Context: an optimization exercise on an open-source flow, tuned for small area, a short achievable clock period and few clock cycles per item. The choices shown serve that exercise and are no tape-out recipe.
Only simulation tests tie the RTL to the original design; equivalence was not proved.
Power figures rest on the tool's default switching activity, not on a simulated workload.

### run.sh
#!/bin/bash
# synth_recipe.tcl (not shown) runs the flow's synth.tcl, then flattens the netlist and writes it again
# the make line also repeats each setting of config.mk as NAME=value (left out here)
make -C /OpenROAD-flow-scripts/flow DESIGN_CONFIG=/design/flow/config.mk WORK_HOME=/design/flow/orfs CLKGATE_MAP_FILE= SYNTH_SCRIPT=/design/flow/synth_recipe.tcl finish
### constraint.sdc
create_clock -name core_clock -period 7.0 [get_ports {clk}]
set_input_delay 1.4000 -clock core_clock [delete_from_list [all_inputs] [get_ports {clk}]]
set_output_delay 1.4000 -clock core_clock [all_outputs]
set_load 0.01 [all_outputs]
### config.mk
export PLATFORM = sky130hd
export DESIGN_NAME = gf_alu
export DESIGN_NICKNAME = gf_alu
export VERILOG_FILES = /design/flow/design.v
export SDC_FILE = /design/flow/constraint.sdc
export NUM_CORES = 4
export LEC_CHECK = 0
export CAP_MARGIN = 20
export CORE_MARGIN = 2
export CORE_UTILIZATION = 30
export SLEW_MARGIN = 20
### design.v
module gf_mul (
    input  wire       f10,
    input  wire [9:0] a,
    input  wire [9:0] b,
    output wire [9:0] p
);
    reg [18:0] c;
    integer i;
    always @(*) begin
        c = 19'd0;
        for (i = 0; i < 10; i = i + 1)
            if (b[i]) c = c ^ ({9'd0, a} << i);
    end
    wire [9:0] r10, r8;
    gf_red10 u_r10 (.c(c),        .r(r10));
    gf_red8  u_r8  (.c(c[14:0]),  .r(r8));
    assign p = f10 ? r10 : r8;
endmodule
module gf_sq (
    input  wire       f10,
    input  wire [9:0] x,
    output wire [9:0] y
);
    reg [18:0] c;
    integer i;
    always @(*) begin
        c = 19'd0;
        for (i = 0; i < 10; i = i + 1)
            c[2 * i] = x[i];
    end
    wire [9:0] r10, r8;
    gf_red10 u_r10 (.c(c),        .r(r10));
    gf_red8  u_r8  (.c(c[14:0]),  .r(r8));
    assign y = f10 ? r10 : r8;
endmodule
module gf_red10 (
    input  wire [18:0] c,
    output wire [9:0]  r
);
    reg [18:0] t;
    integer i;
    always @(*) begin
        t = c;
        for (i = 18; i >= 10; i = i - 1)
            if (t[i]) t = t ^ (19'h409 << (i - 10));
    end
    assign r = t[9:0];
endmodule
module gf_red8 (
    input  wire [14:0] c,
    output wire [9:0]  r
);
    reg [14:0] t;
    integer i;
    always @(*) begin
        t = c;
        for (i = 14; i >= 8; i = i - 1)
            if (t[i]) t = t ^ (15'h11B << (i - 8));
    end
    assign r = {2'b00, t[7:0]};
endmodule
module gf8_exp_lo (
    input  wire [3:0] addr,
    output reg  [7:0] data
);
    always @(*) begin
        case (addr)
            4'h0: data = 8'h01;
            4'h1: data = 8'h03;
            4'h2: data = 8'h05;
            4'h3: data = 8'h0F;
            4'h4: data = 8'h11;
            4'h5: data = 8'h33;
            4'h6: data = 8'h55;
            4'h7: data = 8'hFF;
            4'h8: data = 8'h1A;
            4'h9: data = 8'h2E;
            4'hA: data = 8'h72;
            4'hB: data = 8'h96;
            4'hC: data = 8'hA1;
            4'hD: data = 8'hF8;
            4'hE: data = 8'h13;
            4'hF: data = 8'h35;
            default: data = 8'h00;
        endcase
    end
endmodule
module gf8_exp_hi (
    input  wire [3:0] addr,
    output reg  [7:0] data
);
    always @(*) begin
        case (addr)
            4'h0: data = 8'h01;
            4'h1: data = 8'h5F;
            4'h2: data = 8'hE5;
            4'h3: data = 8'h53;
            4'h4: data = 8'h4C;
            4'h5: data = 8'h83;
            4'h6: data = 8'hB5;
            4'h7: data = 8'hFE;
            4'h8: data = 8'hFB;
            4'h9: data = 8'hC3;
            4'hA: data = 8'h9F;
            4'hB: data = 8'h9B;
            4'hC: data = 8'hFC;
            4'hD: data = 8'h45;
            4'hE: data = 8'h12;
            4'hF: data = 8'h39;
            default: data = 8'h00;
        endcase
    end
endmodule
module gf8_log_rom (
    input  wire [7:0] addr,
    output wire [7:0] data
);
  wire new_n17, new_n18, new_n19, new_n20, new_n21, new_n22, new_n23,
    new_n24, new_n25, new_n26, new_n27, new_n28, new_n29, new_n30, new_n31,
    new_n32, new_n33, new_n34, new_n35, new_n36, new_n37, new_n38, new_n39,
    new_n40, new_n41, new_n42, new_n43, new_n44, new_n45, new_n46, new_n47,
    new_n48, new_n49, new_n50, new_n51, new_n52, new_n53, new_n54, new_n55,
    new_n56, new_n57, new_n58, new_n59, new_n60, new_n61, new_n62, new_n63,
    new_n64, new_n65, new_n66, new_n67, new_n68, new_n69, new_n70, new_n71,
    new_n72, new_n73, new_n74, new_n75, new_n76, new_n77, new_n78, new_n79,
    new_n80, new_n81, new_n82, new_n83, new_n84, new_n85, new_n86, new_n87,
    new_n88, new_n89, new_n90, new_n91, new_n92, new_n93, new_n94, new_n95,
    new_n96, new_n97, new_n98, new_n99, new_n100, new_n101, new_n102,
    new_n103, new_n104, new_n105, new_n106, new_n107, new_n108, new_n109,
    new_n110, new_n111, new_n112, new_n113, new_n114, new_n115, new_n116,
    new_n117, new_n118, new_n119, new_n120, new_n121, new_n122, new_n123,
    new_n124, new_n125, new_n126, new_n127, new_n128, new_n129, new_n130,
    new_n131, new_n132, new_n133, new_n134, new_n135, new_n136, new_n137,
    new_n138, new_n139, new_n140, new_n141, new_n142, new_n143, new_n144,
    new_n145, new_n146, new_n147, new_n148, new_n149, new_n150, new_n151,
    new_n152, new_n154, new_n155, new_n156, new_n157, new_n158, new_n159,
    new_n160, new_n161, new_n162, new_n163, new_n164, new_n165, new_n166,
    new_n167, new_n168, new_n169, new_n170, new_n171, new_n172, new_n173,
    new_n174, new_n175, new_n176, new_n177, new_n178, new_n179, new_n180,
    new_n181, new_n182, new_n183, new_n184, new_n185, new_n186, new_n187,
    new_n188, new_n189, new_n190, new_n191, new_n192, new_n193, new_n194,
    new_n195, new_n196, new_n197, new_n198, new_n199, new_n200, new_n201,
    new_n202, new_n203, new_n204, new_n205, new_n206, new_n207, new_n208,
    new_n209, new_n210, new_n211, new_n212, new_n213, new_n214, new_n215,
    new_n216, new_n217, new_n218, new_n219, new_n220, new_n221, new_n222,
    new_n223, new_n224, new_n225, new_n226, new_n227, new_n228, new_n229,
    new_n230, new_n231, new_n232, new_n233, new_n234, new_n235, new_n236,
    new_n237, new_n238, new_n239, new_n240, new_n241, new_n242, new_n243,
    new_n244, new_n245, new_n246, new_n247, new_n248, new_n249, new_n251,
    new_n252, new_n253, new_n254, new_n255, new_n256, new_n257, new_n258,
    new_n259, new_n260, new_n261, new_n262, new_n263, new_n264, new_n265,
    new_n266, new_n267, new_n268, new_n269, new_n270, new_n271, new_n272,
    new_n273, new_n274, new_n275, new_n276, new_n277, new_n278, new_n279,
    new_n280, new_n281, new_n282, new_n283, new_n284, new_n285, new_n286,
    new_n287, new_n288, new_n289, new_n290, new_n291, new_n292, new_n293,
    new_n294, new_n295, new_n296, new_n297, new_n298, new_n299, new_n300,
    new_n301, new_n302, new_n303, new_n304, new_n305, new_n306, new_n307,
    new_n308, new_n309, new_n310, new_n311, new_n312, new_n313, new_n314,
    new_n315, new_n316, new_n317, new_n318, new_n319, new_n320, new_n321,
    new_n322, new_n323, new_n324, new_n325, new_n326, new_n327, new_n328,
    new_n330, new_n331, new_n332, new_n333, new_n334, new_n335, new_n336,
    new_n337, new_n338, new_n339, new_n340, new_n341, new_n342, new_n343,
    new_n344, new_n345, new_n346, new_n347, new_n348, new_n349, new_n350,
    new_n351, new_n352, new_n353, new_n354, new_n355, new_n356, new_n357,
    new_n358, new_n359, new_n360, new_n361, new_n362, new_n363, new_n364,
    new_n365, new_n366, new_n367, new_n368, new_n369, new_n370, new_n371,
    new_n372, new_n373, new_n374, new_n375, new_n376, new_n377, new_n378,
    new_n379, new_n380, new_n381, new_n382, new_n383, new_n384, new_n385,
    new_n386, new_n387, new_n388, new_n389, new_n390, new_n391, new_n392,
    new_n393, new_n395, new_n396, new_n397, new_n398, new_n399, new_n400,
    new_n401, new_n402, new_n403, new_n404, new_n405, new_n406, new_n407,
    new_n408, new_n409, new_n410, new_n411, new_n412, new_n413, new_n414,
    new_n415, new_n416, new_n417, new_n418, new_n419, new_n420, new_n421,
    new_n422, new_n423, new_n424, new_n425, new_n426, new_n427, new_n428,
    new_n429, new_n430, new_n431, new_n432, new_n433, new_n434, new_n435,
    new_n436, new_n437, new_n438, new_n439, new_n440, new_n441, new_n442,
    new_n443, new_n444, new_n445, new_n446, new_n447, new_n448, new_n449,
    new_n450, new_n451, new_n453, new_n454, new_n455, new_n456, new_n457,
    new_n458, new_n459, new_n460, new_n461, new_n462, new_n463, new_n464,
    new_n465, new_n466, new_n467, new_n468, new_n469, new_n470, new_n471,
    new_n472, new_n473, new_n474, new_n475, new_n476, new_n477, new_n478,
    new_n479, new_n480, new_n481, new_n482, new_n483, new_n484, new_n485,
    new_n486, new_n487, new_n488, new_n489, new_n490, new_n491, new_n492,
    new_n493, new_n494, new_n495, new_n496, new_n497, new_n498, new_n499,
    new_n500, new_n501, new_n502, new_n503, new_n504, new_n505, new_n506,
    new_n507, new_n508, new_n509, new_n510, new_n511, new_n512, new_n513,
    new_n514, new_n516, new_n517, new_n518, new_n519, new_n520, new_n521,
    new_n522, new_n523, new_n524, new_n525, new_n526, new_n527, new_n528,
    new_n529, new_n530, new_n531, new_n532, new_n533, new_n534, new_n535,
    new_n536, new_n537, new_n538, new_n539, new_n540, new_n541, new_n542,
    new_n543, new_n544, new_n545, new_n546, new_n547, new_n548, new_n549,
    new_n550, new_n551, new_n552, new_n553, new_n554, new_n555, new_n556,
    new_n557, new_n558, new_n559, new_n560, new_n561, new_n562, new_n563,
    new_n564, new_n565, new_n566, new_n567, new_n568, new_n569, new_n570,
    new_n571, new_n572, new_n573, new_n574, new_n575, new_n576, new_n578,
    new_n579, new_n580, new_n581, new_n582, new_n583, new_n584, new_n585,
    new_n586, new_n587, new_n588, new_n589, new_n590, new_n591, new_n592,
    new_n593, new_n594, new_n595, new_n596, new_n597, new_n598, new_n599,
    new_n600, new_n601, new_n602, new_n603, new_n604, new_n605, new_n606,
    new_n607, new_n608, new_n609, new_n610, new_n611, new_n612, new_n613,
    new_n614, new_n615, new_n616, new_n617, new_n618, new_n619, new_n620,
    new_n621, new_n622, new_n623, new_n624, new_n625, new_n626, new_n627,
    new_n628, new_n629, new_n630, new_n631, new_n632, new_n633, new_n634;
  assign new_n17 = addr[0] & addr[1];
  assign new_n18 = addr[3] & ~new_n17;
  assign new_n19 = ~addr[1] & addr[2];
  assign new_n20 = new_n18 & ~new_n19;
  assign new_n21 = addr[1] & ~addr[2];
  assign new_n22 = new_n20 & ~new_n21;
  assign new_n23 = ~addr[2] & ~addr[3];
  assign new_n24 = addr[1] & new_n23;
  assign new_n25 = ~addr[3] & ~new_n21;
  assign new_n26 = ~addr[0] & ~addr[2];
  assign new_n27 = addr[0] & addr[2];
  assign new_n28 = ~new_n26 & ~new_n27;
  assign new_n29 = new_n25 & new_n28;
  assign new_n30 = ~new_n24 & ~new_n29;
  assign new_n31 = ~addr[0] & ~addr[1];
  assign new_n32 = ~new_n17 & ~new_n31;
  assign new_n33 = ~addr[0] & addr[2];
  assign new_n34 = ~addr[3] & ~new_n33;
  assign new_n35 = ~new_n32 & new_n34;
  assign new_n36 = ~new_n30 & ~new_n35;
  assign new_n37 = addr[4] & ~new_n36;
  assign new_n38 = ~new_n22 & new_n37;
  assign new_n39 = ~addr[2] & ~new_n31;
  assign new_n40 = new_n20 & ~new_n39;
  assign new_n41 = ~new_n18 & new_n39;
  assign new_n42 = ~addr[4] & ~new_n41;
  assign new_n43 = ~new_n40 & new_n42;
  assign new_n44 = ~addr[5] & ~new_n43;
  assign new_n45 = ~new_n38 & new_n44;
  assign new_n46 = ~addr[3] & ~new_n26;
  assign new_n47 = addr[1] & addr[2];
  assign new_n48 = addr[0] & ~addr[1];
  assign new_n49 = ~new_n47 & ~new_n48;
  assign new_n50 = new_n46 & new_n49;
  assign new_n51 = ~addr[4] & ~new_n50;
  assign new_n52 = addr[3] & ~new_n26;
  assign new_n53 = new_n32 & new_n52;
  assign new_n54 = new_n51 & ~new_n53;
  assign new_n55 = addr[2] & addr[3];
  assign new_n56 = addr[1] & new_n55;
  assign new_n57 = addr[4] & ~new_n56;
  assign new_n58 = addr[2] & ~addr[3];
  assign new_n59 = new_n17 & ~new_n58;
  assign new_n60 = ~addr[2] & addr[3];
  assign new_n61 = ~addr[1] & ~new_n60;
  assign new_n62 = ~new_n59 & ~new_n61;
  assign new_n63 = new_n57 & new_n62;
  assign new_n64 = addr[5] & ~new_n63;
  assign new_n65 = ~new_n54 & new_n64;
  assign new_n66 = ~new_n45 & ~new_n65;
  assign new_n67 = ~addr[7] & ~new_n66;
  assign new_n68 = addr[0] & addr[3];
  assign new_n69 = ~new_n21 & new_n68;
  assign new_n70 = addr[4] & ~new_n69;
  assign new_n71 = ~addr[1] & new_n60;
  assign new_n72 = new_n70 & ~new_n71;
  assign new_n73 = addr[0] & ~addr[2];
  assign new_n74 = ~addr[3] & ~new_n47;
  assign new_n75 = ~new_n73 & new_n74;
  assign new_n76 = new_n72 & ~new_n75;
  assign new_n77 = ~addr[4] & ~new_n55;
  assign new_n78 = addr[2] & new_n32;
  assign new_n79 = new_n46 & ~new_n78;
  assign new_n80 = new_n77 & ~new_n79;
  assign new_n81 = addr[5] & ~new_n80;
  assign new_n82 = ~new_n76 & new_n81;
  assign new_n83 = new_n48 & new_n58;
  assign new_n84 = new_n25 & ~new_n83;
  assign new_n85 = addr[4] & ~new_n84;
  assign new_n86 = addr[1] & addr[3];
  assign new_n87 = ~new_n26 & new_n86;
  assign new_n88 = new_n85 & ~new_n87;
  assign new_n89 = ~addr[0] & new_n74;
  assign new_n90 = ~addr[4] & ~new_n89;
  assign new_n91 = ~new_n52 & ~new_n86;
  assign new_n92 = new_n90 & new_n91;
  assign new_n93 = ~addr[5] & ~new_n92;
  assign new_n94 = ~new_n88 & new_n93;
  assign new_n95 = ~new_n82 & ~new_n94;
  assign new_n96 = addr[7] & ~new_n95;
  assign new_n97 = addr[6] & ~new_n96;
  assign new_n98 = ~new_n67 & new_n97;
  assign new_n99 = addr[3] & ~new_n28;
  assign new_n100 = ~addr[0] & addr[1];
  assign new_n101 = addr[3] & new_n100;
  assign new_n102 = ~new_n99 & ~new_n101;
  assign new_n103 = addr[4] & new_n102;
  assign new_n104 = ~new_n29 & new_n103;
  assign new_n105 = addr[3] & new_n28;
  assign new_n106 = ~new_n31 & new_n105;
  assign new_n107 = ~addr[4] & ~new_n86;
  assign new_n108 = ~addr[3] & ~new_n27;
  assign new_n109 = ~addr[0] & new_n47;
  assign new_n110 = new_n32 & ~new_n109;
  assign new_n111 = new_n108 & ~new_n110;
  assign new_n112 = new_n107 & ~new_n111;
  assign new_n113 = ~new_n106 & new_n112;
  assign new_n114 = ~new_n104 & ~new_n113;
  assign new_n115 = addr[5] & ~new_n114;
  assign new_n116 = ~addr[1] & ~addr[2];
  assign new_n117 = ~addr[3] & ~new_n116;
  assign new_n118 = ~new_n27 & ~new_n48;
  assign new_n119 = ~addr[4] & new_n118;
  assign new_n120 = ~new_n117 & new_n119;
  assign new_n121 = ~addr[5] & ~new_n120;
  assign new_n122 = new_n28 & new_n74;
  assign new_n123 = new_n61 & ~new_n68;
  assign new_n124 = ~new_n122 & new_n123;
  assign new_n125 = addr[4] & ~new_n59;
  assign new_n126 = ~new_n124 & new_n125;
  assign new_n127 = new_n121 & ~new_n126;
  assign new_n128 = addr[7] & ~new_n127;
  assign new_n129 = ~new_n115 & new_n128;
  assign new_n130 = ~new_n19 & ~new_n21;
  assign new_n131 = ~addr[0] & new_n130;
  assign new_n132 = addr[3] & new_n118;
  assign new_n133 = ~new_n130 & ~new_n132;
  assign new_n134 = ~new_n131 & ~new_n133;
  assign new_n135 = ~addr[4] & ~new_n134;
  assign new_n136 = addr[4] & ~new_n20;
  assign new_n137 = addr[1] & ~new_n28;
  assign new_n138 = new_n136 & ~new_n137;
  assign new_n139 = addr[5] & ~new_n138;
  assign new_n140 = ~new_n135 & new_n139;
  assign new_n141 = ~addr[4] & ~new_n24;
  assign new_n142 = new_n68 & ~new_n130;
  assign new_n143 = addr[3] & ~new_n142;
  assign new_n144 = new_n141 & ~new_n143;
  assign new_n145 = ~new_n31 & new_n58;
  assign new_n146 = new_n70 & ~new_n145;
  assign new_n147 = ~new_n144 & ~new_n146;
  assign new_n148 = ~addr[5] & ~new_n147;
  assign new_n149 = ~addr[7] & ~new_n148;
  assign new_n150 = ~new_n140 & new_n149;
  assign new_n151 = ~addr[6] & ~new_n150;
  assign new_n152 = ~new_n129 & new_n151;
  assign data[0] = ~new_n98 & ~new_n152;
  assign new_n154 = ~addr[1] & addr[3];
  assign new_n155 = ~addr[4] & ~new_n154;
  assign new_n156 = ~addr[3] & ~new_n83;
  assign new_n157 = ~new_n131 & new_n156;
  assign new_n158 = ~addr[3] & ~new_n157;
  assign new_n159 = new_n155 & ~new_n158;
  assign new_n160 = new_n18 & new_n39;
  assign new_n161 = addr[4] & ~new_n160;
  assign new_n162 = addr[0] & new_n74;
  assign new_n163 = addr[2] & ~new_n17;
  assign new_n164 = ~addr[3] & new_n163;
  assign new_n165 = ~new_n162 & ~new_n164;
  assign new_n166 = new_n161 & new_n165;
  assign new_n167 = ~addr[5] & ~new_n166;
  assign new_n168 = ~new_n159 & new_n167;
  assign new_n169 = addr[3] & ~new_n100;
  assign new_n170 = new_n49 & new_n169;
  assign new_n171 = ~addr[3] & ~new_n49;
  assign new_n172 = ~new_n170 & ~new_n171;
  assign new_n173 = ~addr[4] & ~new_n172;
  assign new_n174 = ~new_n27 & new_n154;
  assign new_n175 = addr[4] & ~new_n174;
  assign new_n176 = ~new_n157 & new_n175;
  assign new_n177 = addr[5] & ~new_n176;
  assign new_n178 = ~new_n173 & new_n177;
  assign new_n179 = ~addr[6] & ~new_n178;
  assign new_n180 = ~new_n168 & new_n179;
  assign new_n181 = ~new_n21 & ~new_n34;
  assign new_n182 = ~new_n52 & new_n181;
  assign new_n183 = ~new_n41 & ~new_n182;
  assign new_n184 = addr[4] & ~new_n183;
  assign new_n185 = ~new_n17 & new_n34;
  assign new_n186 = ~addr[4] & ~new_n185;
  assign new_n187 = new_n18 & ~new_n116;
  assign new_n188 = new_n186 & ~new_n187;
  assign new_n189 = ~addr[5] & ~new_n188;
  assign new_n190 = ~new_n184 & new_n189;
  assign new_n191 = addr[0] & ~addr[3];
  assign new_n192 = ~addr[2] & new_n191;
  assign new_n193 = ~new_n69 & ~new_n192;
  assign new_n194 = ~addr[0] & ~new_n19;
  assign new_n195 = new_n25 & new_n194;
  assign new_n196 = new_n193 & ~new_n195;
  assign new_n197 = addr[4] & ~new_n196;
  assign new_n198 = ~addr[0] & ~new_n116;
  assign new_n199 = ~addr[3] & ~new_n198;
  assign new_n200 = ~addr[4] & ~new_n71;
  assign new_n201 = ~new_n99 & new_n200;
  assign new_n202 = ~new_n199 & new_n201;
  assign new_n203 = ~new_n197 & ~new_n202;
  assign new_n204 = addr[5] & ~new_n203;
  assign new_n205 = addr[6] & ~new_n204;
  assign new_n206 = ~new_n190 & new_n205;
  assign new_n207 = ~new_n180 & ~new_n206;
  assign new_n208 = addr[7] & ~new_n207;
  assign new_n209 = ~new_n41 & new_n57;
  assign new_n210 = ~new_n69 & new_n209;
  assign new_n211 = new_n52 & ~new_n78;
  assign new_n212 = ~new_n116 & new_n191;
  assign new_n213 = ~addr[4] & ~new_n212;
  assign new_n214 = ~new_n211 & new_n213;
  assign new_n215 = ~addr[5] & ~new_n214;
  assign new_n216 = ~new_n210 & new_n215;
  assign new_n217 = ~addr[3] & ~new_n19;
  assign new_n218 = ~addr[0] & ~new_n25;
  assign new_n219 = new_n217 & ~new_n218;
  assign new_n220 = ~new_n164 & ~new_n174;
  assign new_n221 = new_n27 & ~new_n154;
  assign new_n222 = new_n220 & ~new_n221;
  assign new_n223 = ~new_n219 & new_n222;
  assign new_n224 = ~addr[4] & ~new_n223;
  assign new_n225 = ~new_n73 & new_n161;
  assign new_n226 = addr[5] & ~new_n225;
  assign new_n227 = ~new_n224 & new_n226;
  assign new_n228 = ~new_n216 & ~new_n227;
  assign new_n229 = addr[6] & ~new_n228;
  assign new_n230 = new_n32 & new_n34;
  assign new_n231 = new_n103 & ~new_n230;
  assign new_n232 = ~new_n58 & ~new_n60;
  assign new_n233 = addr[1] & ~new_n232;
  assign new_n234 = ~addr[4] & ~new_n233;
  assign new_n235 = ~addr[1] & new_n28;
  assign new_n236 = new_n232 & new_n235;
  assign new_n237 = new_n234 & ~new_n236;
  assign new_n238 = addr[5] & ~new_n237;
  assign new_n239 = ~new_n231 & new_n238;
  assign new_n240 = ~addr[2] & ~addr[4];
  assign new_n241 = ~new_n18 & new_n240;
  assign new_n242 = addr[1] & new_n191;
  assign new_n243 = addr[4] & ~new_n242;
  assign new_n244 = ~addr[5] & ~new_n243;
  assign new_n245 = ~new_n241 & new_n244;
  assign new_n246 = ~addr[6] & ~new_n245;
  assign new_n247 = ~new_n239 & new_n246;
  assign new_n248 = ~new_n229 & ~new_n247;
  assign new_n249 = ~addr[7] & ~new_n248;
  assign data[1] = ~new_n208 & ~new_n249;
  assign new_n251 = ~new_n58 & new_n137;
  assign new_n252 = ~addr[4] & ~new_n162;
  assign new_n253 = ~new_n251 & new_n252;
  assign new_n254 = ~new_n25 & ~new_n198;
  assign new_n255 = addr[4] & ~new_n254;
  assign new_n256 = new_n33 & ~new_n154;
  assign new_n257 = new_n255 & ~new_n256;
  assign new_n258 = ~addr[5] & ~new_n257;
  assign new_n259 = ~new_n253 & new_n258;
  assign new_n260 = ~new_n109 & new_n200;
  assign new_n261 = ~new_n28 & new_n217;
  assign new_n262 = new_n68 & ~new_n116;
  assign new_n263 = addr[5] & ~new_n262;
  assign new_n264 = ~new_n261 & new_n263;
  assign new_n265 = ~new_n260 & new_n264;
  assign new_n266 = ~new_n259 & ~new_n265;
  assign new_n267 = ~addr[6] & ~new_n266;
  assign new_n268 = addr[0] & new_n25;
  assign new_n269 = ~new_n105 & ~new_n268;
  assign new_n270 = addr[4] & ~new_n269;
  assign new_n271 = ~new_n32 & new_n52;
  assign new_n272 = ~new_n195 & new_n200;
  assign new_n273 = ~new_n271 & new_n272;
  assign new_n274 = addr[5] & ~new_n273;
  assign new_n275 = ~new_n270 & new_n274;
  assign new_n276 = ~addr[4] & ~new_n56;
  assign new_n277 = ~new_n122 & new_n276;
  assign new_n278 = ~addr[1] & ~addr[3];
  assign new_n279 = ~new_n48 & ~new_n278;
  assign new_n280 = new_n57 & new_n279;
  assign new_n281 = ~new_n277 & ~new_n280;
  assign new_n282 = ~addr[5] & ~new_n281;
  assign new_n283 = addr[6] & ~new_n282;
  assign new_n284 = ~new_n275 & new_n283;
  assign new_n285 = ~new_n267 & ~new_n284;
  assign new_n286 = addr[7] & ~new_n285;
  assign new_n287 = new_n47 & new_n191;
  assign new_n288 = ~new_n53 & ~new_n287;
  assign new_n289 = ~addr[4] & ~new_n288;
  assign new_n290 = ~addr[5] & ~new_n289;
  assign new_n291 = ~new_n55 & new_n100;
  assign new_n292 = addr[3] & ~new_n194;
  assign new_n293 = ~new_n291 & ~new_n292;
  assign new_n294 = addr[4] & new_n293;
  assign new_n295 = new_n290 & ~new_n294;
  assign new_n296 = ~new_n199 & ~new_n271;
  assign new_n297 = addr[4] & ~new_n296;
  assign new_n298 = new_n25 & ~new_n194;
  assign new_n299 = addr[1] & new_n68;
  assign new_n300 = new_n77 & ~new_n299;
  assign new_n301 = ~new_n298 & new_n300;
  assign new_n302 = addr[5] & ~new_n301;
  assign new_n303 = ~new_n297 & new_n302;
  assign new_n304 = ~new_n295 & ~new_n303;
  assign new_n305 = ~addr[6] & ~new_n304;
  assign new_n306 = ~addr[0] & new_n19;
  assign new_n307 = ~new_n137 & ~new_n306;
  assign new_n308 = ~new_n71 & new_n141;
  assign new_n309 = new_n307 & new_n308;
  assign new_n310 = new_n25 & ~new_n78;
  assign new_n311 = addr[4] & ~new_n261;
  assign new_n312 = addr[3] & new_n19;
  assign new_n313 = new_n311 & ~new_n312;
  assign new_n314 = ~new_n310 & new_n313;
  assign new_n315 = ~new_n309 & ~new_n314;
  assign new_n316 = addr[5] & ~new_n315;
  assign new_n317 = ~new_n83 & ~new_n218;
  assign new_n318 = new_n107 & new_n317;
  assign new_n319 = ~new_n55 & ~new_n132;
  assign new_n320 = addr[1] & new_n46;
  assign new_n321 = addr[4] & ~new_n320;
  assign new_n322 = new_n319 & new_n321;
  assign new_n323 = ~new_n318 & ~new_n322;
  assign new_n324 = ~addr[5] & ~new_n323;
  assign new_n325 = addr[6] & ~new_n324;
  assign new_n326 = ~new_n316 & new_n325;
  assign new_n327 = ~new_n305 & ~new_n326;
  assign new_n328 = ~addr[7] & ~new_n327;
  assign data[2] = ~new_n286 & ~new_n328;
  assign new_n330 = ~new_n19 & new_n132;
  assign new_n331 = ~addr[4] & ~new_n330;
  assign new_n332 = ~new_n142 & new_n331;
  assign new_n333 = ~new_n100 & new_n332;
  assign new_n334 = addr[4] & ~new_n132;
  assign new_n335 = ~new_n187 & new_n334;
  assign new_n336 = ~new_n212 & new_n335;
  assign new_n337 = ~addr[5] & ~new_n336;
  assign new_n338 = ~new_n333 & new_n337;
  assign new_n339 = addr[1] & ~new_n34;
  assign new_n340 = ~new_n73 & ~new_n339;
  assign new_n341 = new_n77 & ~new_n340;
  assign new_n342 = new_n57 & ~new_n230;
  assign new_n343 = addr[5] & ~new_n342;
  assign new_n344 = ~new_n341 & new_n343;
  assign new_n345 = ~addr[6] & ~new_n344;
  assign new_n346 = ~new_n338 & new_n345;
  assign new_n347 = new_n37 & ~new_n142;
  assign new_n348 = ~addr[4] & ~new_n100;
  assign new_n349 = new_n340 & new_n348;
  assign new_n350 = new_n121 & ~new_n349;
  assign new_n351 = ~new_n347 & new_n350;
  assign new_n352 = ~new_n117 & ~new_n142;
  assign new_n353 = new_n348 & ~new_n352;
  assign new_n354 = addr[4] & ~new_n26;
  assign new_n355 = ~new_n25 & new_n354;
  assign new_n356 = addr[5] & ~new_n355;
  assign new_n357 = ~new_n353 & new_n356;
  assign new_n358 = addr[6] & ~new_n357;
  assign new_n359 = ~new_n351 & new_n358;
  assign new_n360 = ~new_n346 & ~new_n359;
  assign new_n361 = ~addr[7] & ~new_n360;
  assign new_n362 = ~new_n145 & new_n332;
  assign new_n363 = new_n28 & new_n217;
  assign new_n364 = ~new_n299 & ~new_n363;
  assign new_n365 = new_n161 & new_n364;
  assign new_n366 = ~addr[5] & ~new_n365;
  assign new_n367 = ~new_n362 & new_n366;
  assign new_n368 = addr[3] & new_n110;
  assign new_n369 = ~addr[4] & ~new_n368;
  assign new_n370 = ~new_n320 & new_n369;
  assign new_n371 = ~new_n52 & ~new_n100;
  assign new_n372 = ~new_n75 & new_n371;
  assign new_n373 = addr[4] & ~new_n291;
  assign new_n374 = ~new_n372 & new_n373;
  assign new_n375 = addr[5] & ~new_n374;
  assign new_n376 = ~new_n370 & new_n375;
  assign new_n377 = ~new_n367 & ~new_n376;
  assign new_n378 = addr[6] & ~new_n377;
  assign new_n379 = ~new_n111 & ~new_n154;
  assign new_n380 = new_n161 & new_n379;
  assign new_n381 = ~new_n20 & ~new_n56;
  assign new_n382 = new_n186 & new_n381;
  assign new_n383 = ~addr[5] & ~new_n382;
  assign new_n384 = ~new_n380 & new_n383;
  assign new_n385 = ~new_n145 & ~new_n368;
  assign new_n386 = addr[4] & ~new_n385;
  assign new_n387 = ~new_n219 & new_n331;
  assign new_n388 = addr[5] & ~new_n387;
  assign new_n389 = ~new_n386 & new_n388;
  assign new_n390 = ~new_n384 & ~new_n389;
  assign new_n391 = ~addr[6] & ~new_n390;
  assign new_n392 = addr[7] & ~new_n391;
  assign new_n393 = ~new_n378 & new_n392;
  assign data[3] = ~new_n361 & ~new_n393;
  assign new_n395 = addr[3] & new_n163;
  assign new_n396 = ~new_n36 & ~new_n395;
  assign new_n397 = new_n90 & ~new_n396;
  assign new_n398 = new_n31 & ~new_n232;
  assign new_n399 = new_n209 & ~new_n398;
  assign new_n400 = ~new_n397 & ~new_n399;
  assign new_n401 = ~addr[5] & ~new_n400;
  assign new_n402 = ~new_n157 & new_n369;
  assign new_n403 = new_n311 & ~new_n330;
  assign new_n404 = addr[5] & ~new_n403;
  assign new_n405 = ~new_n402 & new_n404;
  assign new_n406 = ~new_n401 & ~new_n405;
  assign new_n407 = ~addr[7] & ~new_n406;
  assign new_n408 = new_n23 & ~new_n100;
  assign new_n409 = new_n335 & ~new_n408;
  assign new_n410 = ~new_n130 & ~new_n191;
  assign new_n411 = new_n77 & new_n410;
  assign new_n412 = ~addr[5] & ~new_n411;
  assign new_n413 = ~new_n409 & new_n412;
  assign new_n414 = ~new_n78 & new_n243;
  assign new_n415 = new_n39 & ~new_n68;
  assign new_n416 = new_n155 & ~new_n415;
  assign new_n417 = addr[5] & ~new_n416;
  assign new_n418 = ~new_n414 & new_n417;
  assign new_n419 = addr[7] & ~new_n418;
  assign new_n420 = ~new_n413 & new_n419;
  assign new_n421 = ~new_n407 & ~new_n420;
  assign new_n422 = addr[6] & ~new_n421;
  assign new_n423 = ~new_n50 & ~new_n75;
  assign new_n424 = ~addr[4] & ~new_n271;
  assign new_n425 = new_n423 & new_n424;
  assign new_n426 = addr[4] & ~new_n154;
  assign new_n427 = ~new_n53 & new_n426;
  assign new_n428 = ~new_n425 & ~new_n427;
  assign new_n429 = addr[5] & ~new_n428;
  assign new_n430 = addr[4] & new_n28;
  assign new_n431 = new_n364 & new_n430;
  assign new_n432 = ~addr[4] & new_n198;
  assign new_n433 = ~addr[5] & ~new_n432;
  assign new_n434 = ~new_n431 & new_n433;
  assign new_n435 = ~new_n429 & ~new_n434;
  assign new_n436 = ~addr[7] & ~new_n435;
  assign new_n437 = new_n30 & new_n72;
  assign new_n438 = new_n90 & new_n102;
  assign new_n439 = addr[5] & ~new_n438;
  assign new_n440 = ~new_n437 & new_n439;
  assign new_n441 = ~new_n48 & new_n58;
  assign new_n442 = ~new_n73 & ~new_n441;
  assign new_n443 = new_n155 & ~new_n442;
  assign new_n444 = ~addr[0] & new_n25;
  assign new_n445 = new_n70 & ~new_n444;
  assign new_n446 = ~new_n443 & ~new_n445;
  assign new_n447 = ~addr[5] & ~new_n446;
  assign new_n448 = addr[7] & ~new_n447;
  assign new_n449 = ~new_n440 & new_n448;
  assign new_n450 = ~new_n436 & ~new_n449;
  assign new_n451 = ~addr[6] & ~new_n450;
  assign data[4] = ~new_n422 & ~new_n451;
  assign new_n453 = ~new_n89 & ~new_n287;
  assign new_n454 = ~new_n26 & new_n154;
  assign new_n455 = new_n453 & ~new_n454;
  assign new_n456 = addr[4] & ~new_n455;
  assign new_n457 = new_n348 & new_n410;
  assign new_n458 = ~new_n456 & ~new_n457;
  assign new_n459 = ~addr[5] & ~new_n458;
  assign new_n460 = ~new_n107 & ~new_n234;
  assign new_n461 = new_n61 & ~new_n193;
  assign new_n462 = ~new_n218 & ~new_n461;
  assign new_n463 = ~new_n460 & ~new_n462;
  assign new_n464 = addr[4] & ~new_n235;
  assign new_n465 = ~new_n84 & new_n464;
  assign new_n466 = addr[5] & ~new_n465;
  assign new_n467 = ~new_n463 & new_n466;
  assign new_n468 = ~new_n459 & ~new_n467;
  assign new_n469 = ~addr[7] & ~new_n468;
  assign new_n470 = new_n243 & ~new_n262;
  assign new_n471 = ~addr[4] & ~new_n183;
  assign new_n472 = ~new_n470 & ~new_n471;
  assign new_n473 = ~addr[5] & ~new_n89;
  assign new_n474 = ~new_n472 & new_n473;
  assign new_n475 = ~new_n191 & new_n232;
  assign new_n476 = ~new_n17 & ~new_n475;
  assign new_n477 = ~addr[4] & ~new_n476;
  assign new_n478 = ~new_n35 & new_n70;
  assign new_n479 = addr[5] & ~new_n478;
  assign new_n480 = ~new_n477 & new_n479;
  assign new_n481 = addr[7] & ~new_n480;
  assign new_n482 = ~new_n474 & new_n481;
  assign new_n483 = ~new_n469 & ~new_n482;
  assign new_n484 = ~addr[6] & ~new_n483;
  assign new_n485 = ~addr[2] & ~new_n455;
  assign new_n486 = addr[4] & ~new_n78;
  assign new_n487 = ~new_n485 & new_n486;
  assign new_n488 = new_n107 & new_n220;
  assign new_n489 = addr[5] & ~new_n488;
  assign new_n490 = ~new_n487 & new_n489;
  assign new_n491 = new_n334 & new_n453;
  assign new_n492 = ~new_n298 & new_n319;
  assign new_n493 = new_n107 & ~new_n492;
  assign new_n494 = ~new_n491 & ~new_n493;
  assign new_n495 = ~addr[5] & ~new_n494;
  assign new_n496 = addr[7] & ~new_n495;
  assign new_n497 = ~new_n490 & new_n496;
  assign new_n498 = addr[4] & ~new_n395;
  assign new_n499 = ~new_n86 & ~new_n278;
  assign new_n500 = ~addr[2] & ~new_n499;
  assign new_n501 = new_n498 & ~new_n500;
  assign new_n502 = ~addr[4] & ~new_n278;
  assign new_n503 = ~new_n143 & new_n502;
  assign new_n504 = addr[5] & ~new_n503;
  assign new_n505 = ~new_n501 & new_n504;
  assign new_n506 = ~new_n48 & ~new_n339;
  assign new_n507 = new_n161 & ~new_n506;
  assign new_n508 = new_n51 & ~new_n299;
  assign new_n509 = ~addr[5] & ~new_n508;
  assign new_n510 = ~new_n507 & new_n509;
  assign new_n511 = ~addr[7] & ~new_n510;
  assign new_n512 = ~new_n505 & new_n511;
  assign new_n513 = addr[6] & ~new_n512;
  assign new_n514 = ~new_n497 & new_n513;
  assign data[5] = new_n484 | new_n514;
  assign new_n516 = ~addr[0] & ~new_n278;
  assign new_n517 = addr[4] & ~new_n47;
  assign new_n518 = ~new_n516 & new_n517;
  assign new_n519 = ~new_n299 & ~new_n306;
  assign new_n520 = ~new_n460 & new_n519;
  assign new_n521 = ~new_n518 & ~new_n520;
  assign new_n522 = ~addr[1] & new_n192;
  assign new_n523 = addr[5] & ~new_n522;
  assign new_n524 = ~new_n521 & new_n523;
  assign new_n525 = new_n136 & ~new_n157;
  assign new_n526 = ~new_n17 & new_n52;
  assign new_n527 = ~new_n108 & ~new_n526;
  assign new_n528 = ~addr[4] & ~new_n19;
  assign new_n529 = ~new_n46 & new_n528;
  assign new_n530 = ~new_n527 & new_n529;
  assign new_n531 = ~addr[5] & ~new_n530;
  assign new_n532 = ~new_n525 & new_n531;
  assign new_n533 = ~addr[6] & ~new_n532;
  assign new_n534 = ~new_n524 & new_n533;
  assign new_n535 = ~new_n36 & ~new_n142;
  assign new_n536 = ~addr[4] & ~new_n535;
  assign new_n537 = addr[5] & ~new_n527;
  assign new_n538 = ~new_n536 & new_n537;
  assign new_n539 = new_n193 & new_n317;
  assign new_n540 = new_n498 & ~new_n539;
  assign new_n541 = new_n107 & ~new_n441;
  assign new_n542 = ~addr[5] & ~new_n541;
  assign new_n543 = ~new_n540 & new_n542;
  assign new_n544 = addr[6] & ~new_n543;
  assign new_n545 = ~new_n538 & new_n544;
  assign new_n546 = ~new_n534 & ~new_n545;
  assign new_n547 = addr[7] & ~new_n546;
  assign new_n548 = addr[3] & new_n307;
  assign new_n549 = ~addr[4] & ~new_n287;
  assign new_n550 = ~new_n548 & new_n549;
  assign new_n551 = ~new_n169 & new_n311;
  assign new_n552 = ~addr[5] & ~new_n551;
  assign new_n553 = ~new_n550 & new_n552;
  assign new_n554 = addr[4] & ~new_n195;
  assign new_n555 = ~new_n106 & new_n554;
  assign new_n556 = ~new_n68 & new_n200;
  assign new_n557 = ~new_n310 & new_n556;
  assign new_n558 = addr[5] & ~new_n557;
  assign new_n559 = ~new_n555 & new_n558;
  assign new_n560 = ~addr[6] & ~new_n559;
  assign new_n561 = ~new_n553 & new_n560;
  assign new_n562 = ~new_n78 & new_n293;
  assign new_n563 = new_n276 & ~new_n562;
  assign new_n564 = ~new_n163 & new_n255;
  assign new_n565 = ~new_n563 & ~new_n564;
  assign new_n566 = ~addr[5] & ~new_n565;
  assign new_n567 = addr[4] & new_n423;
  assign new_n568 = ~addr[4] & ~new_n99;
  assign new_n569 = ~new_n164 & new_n568;
  assign new_n570 = ~new_n567 & ~new_n569;
  assign new_n571 = addr[5] & ~new_n101;
  assign new_n572 = ~new_n570 & new_n571;
  assign new_n573 = addr[6] & ~new_n572;
  assign new_n574 = ~new_n566 & new_n573;
  assign new_n575 = ~new_n561 & ~new_n574;
  assign new_n576 = ~addr[7] & ~new_n575;
  assign data[6] = ~new_n547 & ~new_n576;
  assign new_n578 = new_n141 & ~new_n287;
  assign new_n579 = new_n102 & new_n578;
  assign new_n580 = ~new_n21 & new_n373;
  assign new_n581 = ~new_n410 & new_n580;
  assign new_n582 = addr[5] & ~new_n581;
  assign new_n583 = ~new_n579 & new_n582;
  assign new_n584 = ~new_n31 & new_n442;
  assign new_n585 = addr[4] & ~new_n584;
  assign new_n586 = ~addr[4] & new_n163;
  assign new_n587 = ~new_n171 & new_n586;
  assign new_n588 = ~addr[5] & ~new_n587;
  assign new_n589 = ~new_n585 & new_n588;
  assign new_n590 = ~new_n583 & ~new_n589;
  assign new_n591 = addr[6] & ~new_n590;
  assign new_n592 = addr[3] & ~new_n307;
  assign new_n593 = new_n85 & ~new_n592;
  assign new_n594 = new_n218 & new_n499;
  assign new_n595 = ~addr[4] & ~new_n221;
  assign new_n596 = ~new_n594 & new_n595;
  assign new_n597 = addr[5] & ~new_n596;
  assign new_n598 = ~new_n593 & new_n597;
  assign new_n599 = addr[0] & ~new_n74;
  assign new_n600 = new_n464 & ~new_n599;
  assign new_n601 = ~addr[4] & new_n372;
  assign new_n602 = ~addr[5] & ~new_n601;
  assign new_n603 = ~new_n600 & new_n602;
  assign new_n604 = ~new_n598 & ~new_n603;
  assign new_n605 = ~addr[6] & ~new_n604;
  assign new_n606 = addr[7] & ~new_n605;
  assign new_n607 = ~new_n591 & new_n606;
  assign new_n608 = ~new_n86 & new_n194;
  assign new_n609 = addr[0] & new_n55;
  assign new_n610 = ~new_n23 & ~new_n609;
  assign new_n611 = ~new_n608 & new_n610;
  assign new_n612 = addr[4] & ~new_n611;
  assign new_n613 = ~new_n19 & ~new_n609;
  assign new_n614 = new_n51 & new_n613;
  assign new_n615 = addr[5] & ~new_n614;
  assign new_n616 = ~new_n612 & new_n615;
  assign new_n617 = ~new_n330 & new_n347;
  assign new_n618 = new_n181 & new_n348;
  assign new_n619 = ~addr[5] & ~new_n618;
  assign new_n620 = ~new_n617 & new_n619;
  assign new_n621 = ~new_n616 & ~new_n620;
  assign new_n622 = addr[6] & ~new_n621;
  assign new_n623 = ~new_n516 & ~new_n527;
  assign new_n624 = new_n136 & ~new_n623;
  assign new_n625 = new_n290 & ~new_n624;
  assign new_n626 = new_n70 & ~new_n100;
  assign new_n627 = ~new_n192 & new_n528;
  assign new_n628 = ~new_n160 & new_n627;
  assign new_n629 = ~new_n626 & ~new_n628;
  assign new_n630 = addr[5] & ~new_n629;
  assign new_n631 = ~addr[6] & ~new_n630;
  assign new_n632 = ~new_n625 & new_n631;
  assign new_n633 = ~addr[7] & ~new_n632;
  assign new_n634 = ~new_n622 & new_n633;
  assign data[7] = ~new_n607 & ~new_n634;
endmodule
module gf_alu (
    input  wire        clk,
    input  wire        rst,
    input  wire        start,
    input  wire [7:0]  op,
    input  wire [31:0] a,
    input  wire [31:0] b,
    output wire        ready,
    output reg         done,
    output wire [31:0] result,
    output reg         err,
    output wire [7:0]  errcode
);
    localparam [2:0] C_ADD  = 3'd0;    
    localparam [2:0] C_MUL  = 3'd1;    
    localparam [2:0] C_LOG  = 3'd2;    
    localparam [2:0] C_INV8 = 3'd3;    
    localparam [2:0] C_POW  = 3'd4;    
    localparam [2:0] C_LOOP = 3'd5;    
    localparam [2:0] C_ERRZ = 3'd6;    
    localparam [2:0] C_ILL  = 3'd7;    
    reg        errz;
    reg  [9:0] res;
    assign result  = {22'd0, res};
    assign errcode = {3'b000, err, 3'b000, errz};
    reg        v1;          
    reg  [2:0] cls;
    reg        f10;         
    reg  [9:0] p, q;        
    reg  [9:0] s;           
    reg  [9:0] c;           
    reg  [9:0] x;           
    reg  [1:0] cnt;         
    wire last    = (cls != C_INV8) && (cls != C_POW) && !((cls == C_LOOP) && (cnt != 2'd0));
    assign ready = ~v1 | last;
    wire accept  = start & ready;
    wire       fin = op[5];                     
    wire [9:0] am  = {a[9:8] & {2{fin}}, a[7:0]};
    wire [9:0] bm  = {b[9:8] & {2{fin}}, b[7:0]};
    wire       a8z  = (a[7:0] == 8'd0);
    wire       a10z = a8z & (a[9:8] == 2'd0);
    wire [9:0] a2;
    gf_sq u_sqa (.f10(fin), .x(am), .y(a2));
    wire       inv8 = v1 & (cls == C_INV8);
    wire [7:0] log_p;
    wire [7:0] ek = inv8 ? ~log_p : a[7:0];     
    wire [7:0] exp_lo, exp_hi;
    gf8_exp_lo u_lo (.addr(ek[3:0]), .data(exp_lo));
    gf8_exp_hi u_hi (.addr(ek[7:4]), .data(exp_hi));
    wire [9:0] u10 = b[9:0], v10 = b[19:10], w10 = b[29:20], z10 = {8'd0, b[31:30]};
    wire [9:0] s10a = u10 ^ v10 ^ w10;
    wire [9:0] k10a = (u10 & v10) | (u10 & w10) | (v10 & w10);
    wire [9:0] c10a = {k10a[8:0], k10a[9]};
    wire [9:0] s10  = s10a ^ c10a ^ z10;
    wire [9:0] k10b = (s10a & c10a) | (s10a & z10) | (c10a & z10);
    wire [9:0] c10  = {k10b[8:0], k10b[9]};
    wire [7:0] u8 = b[7:0], v8 = b[15:8], w8 = b[23:16], z8 = b[31:24];
    wire [7:0] s8a = u8 ^ v8 ^ w8;
    wire [7:0] k8a = (u8 & v8) | (u8 & w8) | (v8 & w8);
    wire [7:0] c8a = {k8a[6:0], k8a[7]};
    wire [7:0] s8  = s8a ^ c8a ^ z8;
    wire [7:0] k8b = (s8a & c8a) | (s8a & z8) | (c8a & z8);
    wire [7:0] c8  = {k8b[6:0], k8b[7]};
    reg [2:0] cls_in;
    reg [9:0] p_in, q_in, s_in, c_in;
    always @(*) begin
        p_in = am;
        q_in = bm;
        s_in = fin ? s10 : {s8, 2'b00};
        c_in = fin ? c10 : {c8, 2'b00};
        case (op)
            8'h10, 8'h20: begin cls_in = C_ADD; p_in = am ^ bm; end
            8'h11, 8'h21: cls_in = C_MUL;
            8'h14: begin
                cls_in = C_MUL;
                p_in   = {2'b00, exp_lo};
                q_in   = {2'b00, exp_hi};
            end
            8'h15: cls_in = a8z ? C_ERRZ : C_LOG;
            8'h12: cls_in = a8z ? C_ERRZ : C_INV8;
            8'h13, 8'h23: begin cls_in = C_POW; q_in = a2; end
            8'h22: begin
                cls_in = a10z ? C_ERRZ : C_POW;
                q_in   = a2;
                s_in   = 10'd1022;
                c_in   = 10'd0;
            end
            default: cls_in = C_ILL;
        endcase
    end
    wire       loop = (cls == C_LOOP);
    wire [9:0] p2, p4, x2;
    gf_sq u_sq1 (.f10(f10), .x(p),  .y(p2));
    gf_sq u_sq2 (.f10(f10), .x(p2), .y(p4));
    gf_sq u_sqx (.f10(f10), .x(x),  .y(x2));
    wire [9:0] mp;
    gf_mul u_mul (.f10(f10), .a(loop ? p4 : p), .b(q), .p(mp));
    gf8_log_rom u_log (.addr(p[7:0]), .data(log_p));
    wire [10:0] es = {1'b0, s} + {1'b0, c};
    wire [9:0]  e  = es[9:0] + {7'd0, es[10] & ~f10, 1'b0, es[10] & f10};
    reg [9:0] p_first, q_first;
    always @(*) begin
        case (e[9:8])
            2'd0:    p_first = 10'd1;
            2'd1:    p_first = p;
            2'd2:    p_first = q;
            default: p_first = mp;
        endcase
        case (e[7:6])
            2'd0:    q_first = 10'd1;
            2'd1:    q_first = p;
            2'd2:    q_first = q;
            default: q_first = mp;
        endcase
    end
    reg [9:0] q_loop;
    always @(*) begin
        case (s[9:8])
            2'd0:    q_loop = 10'd1;
            2'd1:    q_loop = x;
            2'd2:    q_loop = x2;
            default: q_loop = c;
        endcase
    end
    always @(posedge clk) begin
        if (rst) begin
            v1   <= 1'b0;
            done <= 1'b0;
        end else begin
            done <= 1'b0;
            if (v1) begin
                if (last) begin
                    v1   <= 1'b0;
                    done <= 1'b1;
                    err  <= (cls == C_ERRZ) || (cls == C_ILL);
                    errz <= (cls == C_ERRZ);
                end
                case (cls)
                    C_ADD:  res <= p;
                    C_MUL:  res <= mp;
                    C_LOG:  res <= {2'b00, log_p};
                    C_INV8: begin
                        p   <= {2'b00, exp_lo};
                        q   <= {2'b00, exp_hi};
                        cls <= C_MUL;
                    end
                    C_POW: begin
                        x   <= p;
                        c   <= mp;
                        p   <= p_first;
                        q   <= q_first;
                        s   <= {e[5:0], 4'd0};
                        cnt <= f10 ? 2'd3 : 2'd2;
                        cls <= C_LOOP;
                    end
                    C_LOOP: begin
                        res <= mp;
                        p   <= mp;
                        q   <= q_loop;
                        s   <= {s[7:0], 2'b00};
                        cnt <= cnt - 2'd1;
                    end
                    default: res <= 10'd0;
                endcase
            end
            if (accept) begin
                v1  <= 1'b1;
                cls <= cls_in;
                f10 <= fin;
                p   <= p_in;
                q   <= q_in;
                s   <= s_in;
                c   <= c_in;
            end
        end
    end
endmodule
==> impl_metrics.env, run 1 <==
export IMPL_status="finished clean"
export IMPL_cp_end_kind="flop"
export IMPL_crit_arrival_ns=5.69
export IMPL_synth_most_common_cell="nand2_1"
export IMPL_crit_fanout=29
export IMPL_synthFlopType="edfxtp_1"
export IMPL_post_route_util_pct=33.8
export IMPL_grt_max_degree=81
export IMPL_antenna_left=0
export IMPL_period_needed_ns=5.61
export IMPL_io_pins=118
export IMPL_drt_iter0_markers=1722
export IMPL_yosys_warnings=7
export IMPL_fin_ws_ns=1.39
export IMPL_cts_hold_buf=0
export IMPL_cap_violations=0
export IMPL_placedCellCount=1965
export IMPL_synthTopCellsByCount="nand2_1, nor2_1, a21oi_1"
export IMPL_yosys_area_share_simple_pct=19.0
export IMPL_synth_area_mm2=0.0115
export IMPL_relSlewSlack_pct=28.0
export IMPL_worst_slew_pin_slew_ns=1.07
export IMPL_n_fill_cell=4017
export IMPL_antenna_found_initial=0
export IMPL_yosysSeqAreaShare_pct=18.2
export IMPL_fin_nets=1619
export IMPL_path_class="reg -> reg"
export IMPL_cts_tree="done"
export IMPL_synthAdderAreaFrac_pct=10.5
export IMPL_syn_area_per_cell_um2=7.75
export IMPL_htreeDepth=3
export IMPL_ys_ff_latch=70
export IMPL_power_mw=3.44
export IMPL_dieArea_mm2=0.0398
export IMPL_grt_pass1_vias=11200
export IMPL_start_kind="flop"
export IMPL_post_cts_setup_buffers=0
export IMPL_vdd_ir_drop_max_mv=0.152
export IMPL_grt_ovfl_total=0
export IMPL_design_area_mm2=0.0127
export IMPL_cts_root_buf="clkbuf_16"
export IMPL_die_x_um=200
export IMPL_syn_inst=1481
export IMPL_cts_resized=0
export IMPL_finalSetupTns_ns=0
export IMPL_setup_viol=0
export IMPL_drive_above_1_share_pct=4.90
export IMPL_finalClockSkew_ns=0.0139
export IMPL_avgViaCountPerCell=5.95
export IMPL_yosysTopAreaCellShare_pct=17.8
export IMPL_clockBufferDepth=2
export IMPL_io_buffer_count=67
export IMPL_synth_top_family_by_area="compound AO/OA/AOI/OAI gates"
export IMPL_grt_pass1_wl_um=66000
export IMPL_rsz0062_at_grt="false"
export IMPL_grt_use_total_pct=21.7
export IMPL_synth_edf_count=68
export IMPL_ys_top_cells_by_area="edfxtp_1, nand2_1, xnor2_1"
export IMPL_dp_slack_ns=1.63
export IMPL_cts_buffers=9
export IMPL_required_ns=7.08
export IMPL_initial_core_util_pct=30.5
export IMPL_drv_slew=0
export IMPL_ys_types=91
export IMPL_powerDensity_mw_per_mm2=270
export IMPL_core_area_mm2=0.0377
export IMPL_async_flop_share_pct=0
export IMPL_p_int_mw=1.70
export IMPL_dr_total_vias=11800
export IMPL_finalCritPeriodShare_pct=80.1
export IMPL_gp_congestion=0.995
export IMPL_wl_per_cell_um=22.1
export IMPL_dp_hpwl_um=32400
export IMPL_seqPwrFrac_pct=17.4
export IMPL_min_path_type="reg -> reg"
export IMPL_post_dp_cell_area_mm2=0.0124
export IMPL_synth_xor_area_share_pct=15.0
export IMPL_diodes=0
export IMPL_p_switching_mw=1.74
export IMPL_clock_sinks=70
export IMPL_final_cells=1981
export IMPL_synth_compound_area_share_pct=25.7
export IMPL_whs_ns=0.578
export IMPL_power_combinational_fraction_pct=68.9
export IMPL_p_sw_share_pct=50.7
export IMPL_drt_wl_total_um=43700
export IMPL_rows=71
export IMPL_die_h_um=200
export IMPL_fmax_mhz=178
export IMPL_clk_pin_slew_ns=0.07
export IMPL_dr_pass1_iters=7
export IMPL_clk_latency_ns=0.35
export IMPL_finalHoldViolCount=0
export IMPL_syn2layout_area_growth_pct=10.9
export IMPL_synth_mux_area_share_pct=3.62
export IMPL_drcViolationCount=0
export IMPL_pwr_share_clk_pct=13.7
export IMPL_synth_top_area_cell="edfxtp_1"
export IMPL_p_leak_nw=4.94
[kinds of logic (layout without fill, tap and decap cells)]
logic type,count (synthesis),after routing
XOR/XNOR,157,157
AND/OR/NAND/NOR,486,486
adder cells (fa/ha/maj),79,79
multiplexers,38,38
other,1,28
buffers and inverters,208,170
AO/OA/AOI/OAI,442,442
flip-flops,70,70
[registers in the layout (all words and copies together), names as in the netlist]
register / count
cls: 3
errz: 1
done: 1
q: 10
cnt: 2
c: 10
f10: 1
res: 10
p: 10
x: 10
s: 10
err: 1
v1: 1
[placed cells by master (no fill, tap or decap), types with 8 or more instances in the layout]
master,instances
a221oi_1,21
mux2i_1,29
nor3_1,21
edfxtp_1,68
o221ai_1,11
a311oi_1,8
nand2_1,208
xnor3_1,17
ha_1,50
and2_1,10
a22oi_1,10
xor2_1,45
nand2b_1,14
nor2_1,119
buf_4,21
o21a_1,10
a31oi_1,29
a21o_1,11
fa_1,29
o211ai_1,19
o21ai_0,91
nand3_1,43
clkbuf_16,9
a32oi_1,9
conb_1,28
or3_1,8
o31ai_1,15
clkdlybuf4s50_1,67
inv_1,61
nor2b_1,18
xnor2_1,87
a21oi_1,110
o311ai_0,13
[worst max-delay path, cell delays in order (launching register included)]
cell	delay [ns]
edfxtp_1	0.58
buf_12	0.26
ha_1	0.47
or3b_2	0.59
o2bb2ai_1	0.25
nand2_1	0.13
a21oi_1	0.07
mux4_2	0.47
nand2_1	0.14
o21ai_0	0.33
o21ai_0	0.59
inv_1	0.17
ha_1	0.38
nand2_1	0.12
o211ai_1	0.20
a221oi_1	0.49
a21oi_1	0.07
[layer usage]
metal | global-route usage [%] | vias up | wire length (um)
li1 | - | 5252 | -
met5 | 0 | - | 0
met2 | 35.3 | 808 | 20100
met1 | 28.2 | 5587 | 17300
met4 | 10.5 | 0 | 2100
met3 | 2.92 | 138 | 4270
[worst paths after layout]
path	start	end	slack [ns]	cells past startpoint
setup / recovery	p[1]	q[0]	1.39	16
setup reg to reg	p[1]	q[0]	1.39	16
hold reg to reg	v1	v1	0.58	2
hold / removal	v1	v1	0.58	2
[power by group through the flow]
| stage | combinational [mW] | clock [mW] | sequential, mW |
|---|---|---|---|
| 2_1_floorplan | 1.60 | 0 | 0.568 |
| 3_3_place_gp | 2.31 | 0 | 0.606 |
| 3_5_place_dp | 2.31 | 0 | 0.607 |
| 4_1_cts | 2.33 | 0.472 | 0.598 |
| 5_1_grt | 2.50 | 0.487 | 0.602 |
| 6_report | 2.37 | 0.471 | 0.600 |
[cell type report]
type | count | area, um^2 | area share [%]
Multi-Input combinational cell | 1230 | 8590 | 67.5
Clock inverter | 7 | 76.3 | 0.600
Inverter | 64 | 240 | 1.89
Clock buffer | 9 | 225 | 1.77
Sequential cell | 70 | 2080 | 16.4
Timing Repair Buffer | 90 | 868 | 6.83
Tap cell | 511 | 639 | 5.03
Testbench counts, summed over its fixed seeds: cycles 5,162, items 3,200.
==> inputs of run 2 (changes only) <==
--- a/config.mk
+++ b/config.mk
@@ -9,3 +9,4 @@
 export CORE_MARGIN = 2
 export CORE_UTILIZATION = 30
+export SETUP_SLACK_MARGIN = 3.5
 export SLEW_MARGIN = 20
==> run 2 against run 1 <==
Worst setup slack better by 1.1 ns. Synthesized cell count stayed put. Wire length is 16% higher. Sequential power hardly changed. Fmax is 24% higher. Die area stayed put. Clock power is 15% higher. Cell area is 25% higher. Sequential share of layout area is 3.3 points lower. Sequential cell count stayed put. Power is 49% higher. Critical endpoint is now p[4]. Still clean on timing, DRC and antenna. Register-to-register slack better by 1.1 ns.
==> impl_metrics.env, run 2 <==
export IMPL_cp_end_kind="flop"
export IMPL_grt_use_total_pct=24.5
export IMPL_cts_root_buf="clkbuf_16"
export IMPL_ys_types=91
export IMPL_period_needed_ns=4.54
export IMPL_htreeDepth=3
export IMPL_worstPathCellList="buf_12 -> xnor3_2 -> o31a_1 -> or2_4 -> nand2_1 -> xnor3_1 -> xor2_2 -> xnor3_2 -> xnor3_1 -> mux2i_4 -> xor2_1 -> and2_1 -> o32a_1"
export IMPL_crit_fanout=8
export IMPL_fin_nets=1791
export IMPL_ys_ff_latch=70
export IMPL_gp_congestion=0.954
export IMPL_ys_top_cells_by_area="edfxtp_1, nand2_1, xnor2_1"
export IMPL_synth_compound_area_share_pct=25.7
export IMPL_io_buffer_count=67
export IMPL_synth_xor_area_share_pct=15.0
export IMPL_vdd_ir_drop_max_mv=0.213
export IMPL_worst_slew_pin_slew_ns=1.04
export IMPL_power_mw=5.14
export IMPL_p_sw_share_pct=45.3
export IMPL_design_area_mm2=0.0160
export IMPL_syn_area_per_cell_um2=7.75
export IMPL_synth_edf_count=68
export IMPL_status="finished clean"
export IMPL_drt_wl_total_um=50700
export IMPL_yosysTopAreaCellShare_pct=17.8
export IMPL_clk_pin_slew_ns=0.06
export IMPL_p_switching_mw=2.33
export IMPL_fmax_mhz=220
export IMPL_crit_arrival_ns=4.63
export IMPL_wl_per_cell_um=23.5
export IMPL_synthTopCellsByCount="nand2_1, nor2_1, a21oi_1"
export IMPL_dieArea_mm2=0.0398
export IMPL_required_ns=7.09
export IMPL_layout_commonest_cell="nand2_1"
export IMPL_finalClockSkew_ns=0.00754
export IMPL_n_fill_cell=3729
export IMPL_critical_path_top_delay_family="XOR/XNOR gates"
export IMPL_pwr_share_clk_pct=10.6
export IMPL_powerDensity_mw_per_mm2=322
export IMPL_dr_pass1_iters=6
export IMPL_cap_violations=0
export IMPL_synth_top_area_cell="edfxtp_1"
export IMPL_drv_slew=0
export IMPL_yosysSeqAreaShare_pct=18.2
export IMPL_syn_inst=1481
export IMPL_synth_most_common_cell="nand2_1"
export IMPL_critPathBufInv=1
export IMPL_clock_sinks=70
export IMPL_synth_mux_area_share_pct=3.62
export IMPL_diodes=0
export IMPL_synth_top_family_by_area="compound AO/OA/AOI/OAI gates"
export IMPL_finalCritPeriodShare_pct=64.8
export IMPL_slowest_stage="xnor3_2"
export IMPL_p_leak_nw=6.30
export IMPL_finalSetupTns_ns=0
export IMPL_syn2layout_area_growth_pct=39.1
export IMPL_max_stage_delay_ns=0.47
export IMPL_grt_pass1_wl_um=73700
export IMPL_p_int_mw=2.81
export IMPL_antenna_left=0
export IMPL_clockBufferDepth=2
export IMPL_min_path_type="reg -> reg"
export IMPL_dr_total_vias=12600
export IMPL_final_cell_mix="nand2_1, buf_4, nor2_1"
export IMPL_die_x_um=200
export IMPL_drive_above_1_share_pct=26.7
export IMPL_dp_hpwl_um=33900
export IMPL_core_area_mm2=0.0377
export IMPL_avgViaCountPerCell=5.84
export IMPL_synthAdderAreaFrac_pct=10.5
export IMPL_cts_tree="done"
export IMPL_rows=71
export IMPL_grt_ovfl_total=0
export IMPL_async_flop_share_pct=0
export IMPL_post_dp_cell_area_mm2=0.0126
export IMPL_grt_max_degree=47
export IMPL_finalHoldViolCount=0
export IMPL_seqPwrFrac_pct=11.7
export IMPL_antenna_found_initial=1
export IMPL_clk_latency_ns=0.34
export IMPL_power_combinational_fraction_pct=77.7
export IMPL_cts_buffers=9
export IMPL_yosys_warnings=7
export IMPL_drt_iter0_markers=1866
export IMPL_die_h_um=200
export IMPL_io_pins=118
export IMPL_synthFlopType="edfxtp_1"
export IMPL_start_kind="flop"
export IMPL_path_class="reg -> reg"
export IMPL_synth_area_mm2=0.0115
export IMPL_initial_core_util_pct=30.5
export IMPL_grt_pass1_vias=11900
export IMPL_setup_viol=0
export IMPL_drcViolationCount=0
export IMPL_yosys_area_share_simple_pct=19.0
export IMPL_rsz0062_at_grt="true"
export IMPL_relSlewSlack_pct=30.6
==> run 2: cell counts after synthesis <==
No cell type changed its count.
==> run 2: final cells by class <==
type,count,area [um^2],area share (%)
repair buffers,261,2630,16.5
flip-flops and latches,70,2080,13.0
clock buffers,9,225,1.41
inverters,64,280,1.76
well taps,511,639,4.01
clock inverters,7,120,0.753
multi-input cells,1231,9980,62.5
==> run 2: worst paths after layout <==
check                           startpoint   end  slack, ns  depth (start not counted)
worst max register to register        p[3]  p[4]       2.46                         13
worst max-delay path                  p[3]  p[4]       2.46                         13
worst min-delay path                    v1    v1       0.57                          2
worst min register to register          v1    v1       0.57                          2
==> run 2: layer usage <==
metal | part of all wire (%) | vias up | global-route usage [%] | wire length [um]
li1 | - | 5601 | - | -
met1 | 39 | 6031 | 31.9 | 19600
met2 | 47 | 798 | 40.4 | 24000
met3 | 9.7 | 134 | 4.17 | 4890
met4 | 4.3 | 0 | 9.71 | 2200
met5 | 0 | - | 0 | 0
==> run 2: cell families after synthesis <==
logic type                 after synthesis
and+or+nand+nor                        486
AOI/OAI and AO/OA                      442
buffers and inverters                  208
xor gates and xnor gates               157
adders and majority gates               79
DFF                                     70
muxes                                   38
other                                    1
==> run 2: repair_timing <==
action / 4_1_cts / 5_1_grt
setup endpoints to repair: 90 / 91
hold buffers: 0 / 0
gates cloned: 6 / 2
pin swaps: 69 / 63
resized for setup: 179 / 136
setup buffers: 105 / 60
==> run 2: power groups by stage <==
stage / logic, mW / registers, mW / clock network [mW]
global placement: 2.36 / 0.610 / 0
detailed placement: 2.37 / 0.610 / 0
global route: 4.16 / 0.601 / 0.561
CTS: 3.46 / 0.596 / 0.543
finish: 3.99 / 0.600 / 0.544
floorplan: 1.64 / 0.569 / 0
==> run 2: per-stage QoR <==
step / worst slack (ns) / std cells / util, % / hold slack (ns)
after floorplan: 2.95 / 1508 / - / 0.421
final: 2.46 / 2153 / 42.4 / 0.568
after global routing: 2.26 / 2153 / 42.4 / 0.592
after global placement: 1.93 / 1963 / 33.4 / 0.539
after CTS: 2.50 / 2091 / 39.4 / 0.565
after detailed placement: 1.87 / 1964 / 33.5 / 0.553
==> run 2: worst register-to-register path, stage by stage, from the launching register on <==
cell	delay [ns]
edfxtp_1	0.43
buf_12	0.18
xnor3_2	0.43
o31a_1	0.35
or2_4	0.30
nand2_1	0.09
xnor3_1	0.44
xor2_2	0.18
xnor3_2	0.47
xnor3_1	0.39
mux2i_4	0.27
xor2_1	0.21
and2_1	0.22
o32a_1	0.33

-- re-timing with driven ports --
How much do the figures lean on ideal ports? The routed layouts below were timed once more, with nothing changed but the port constraints. Step 1: set_driving_cell puts a clkbuf_16 on clk and a buf_2 on each other input, an assumption about the parent block. Step 2 times the ports against the registers' clock, not the clock port: input delays grow and output delays shrink by t, the midpoint of the rising clock arrivals with the driver on. a / b / c = ideal / step 1 / step 2; a / b = the first two.
| run | shift t [ns] | setup WS [ns] | worst hold slack (ns) |
|---|---|---|---|
| run 1 | 0.393 | 1.393 / 1.393 / 1.393 | 0.578 / 0.578 / 0.578 |
| run 2 | 0.390 | 2.463 / 2.463 / 2.463 | 0.568 / 0.568 / 0.568 |
After both steps setup and hold are still met in every run listed.
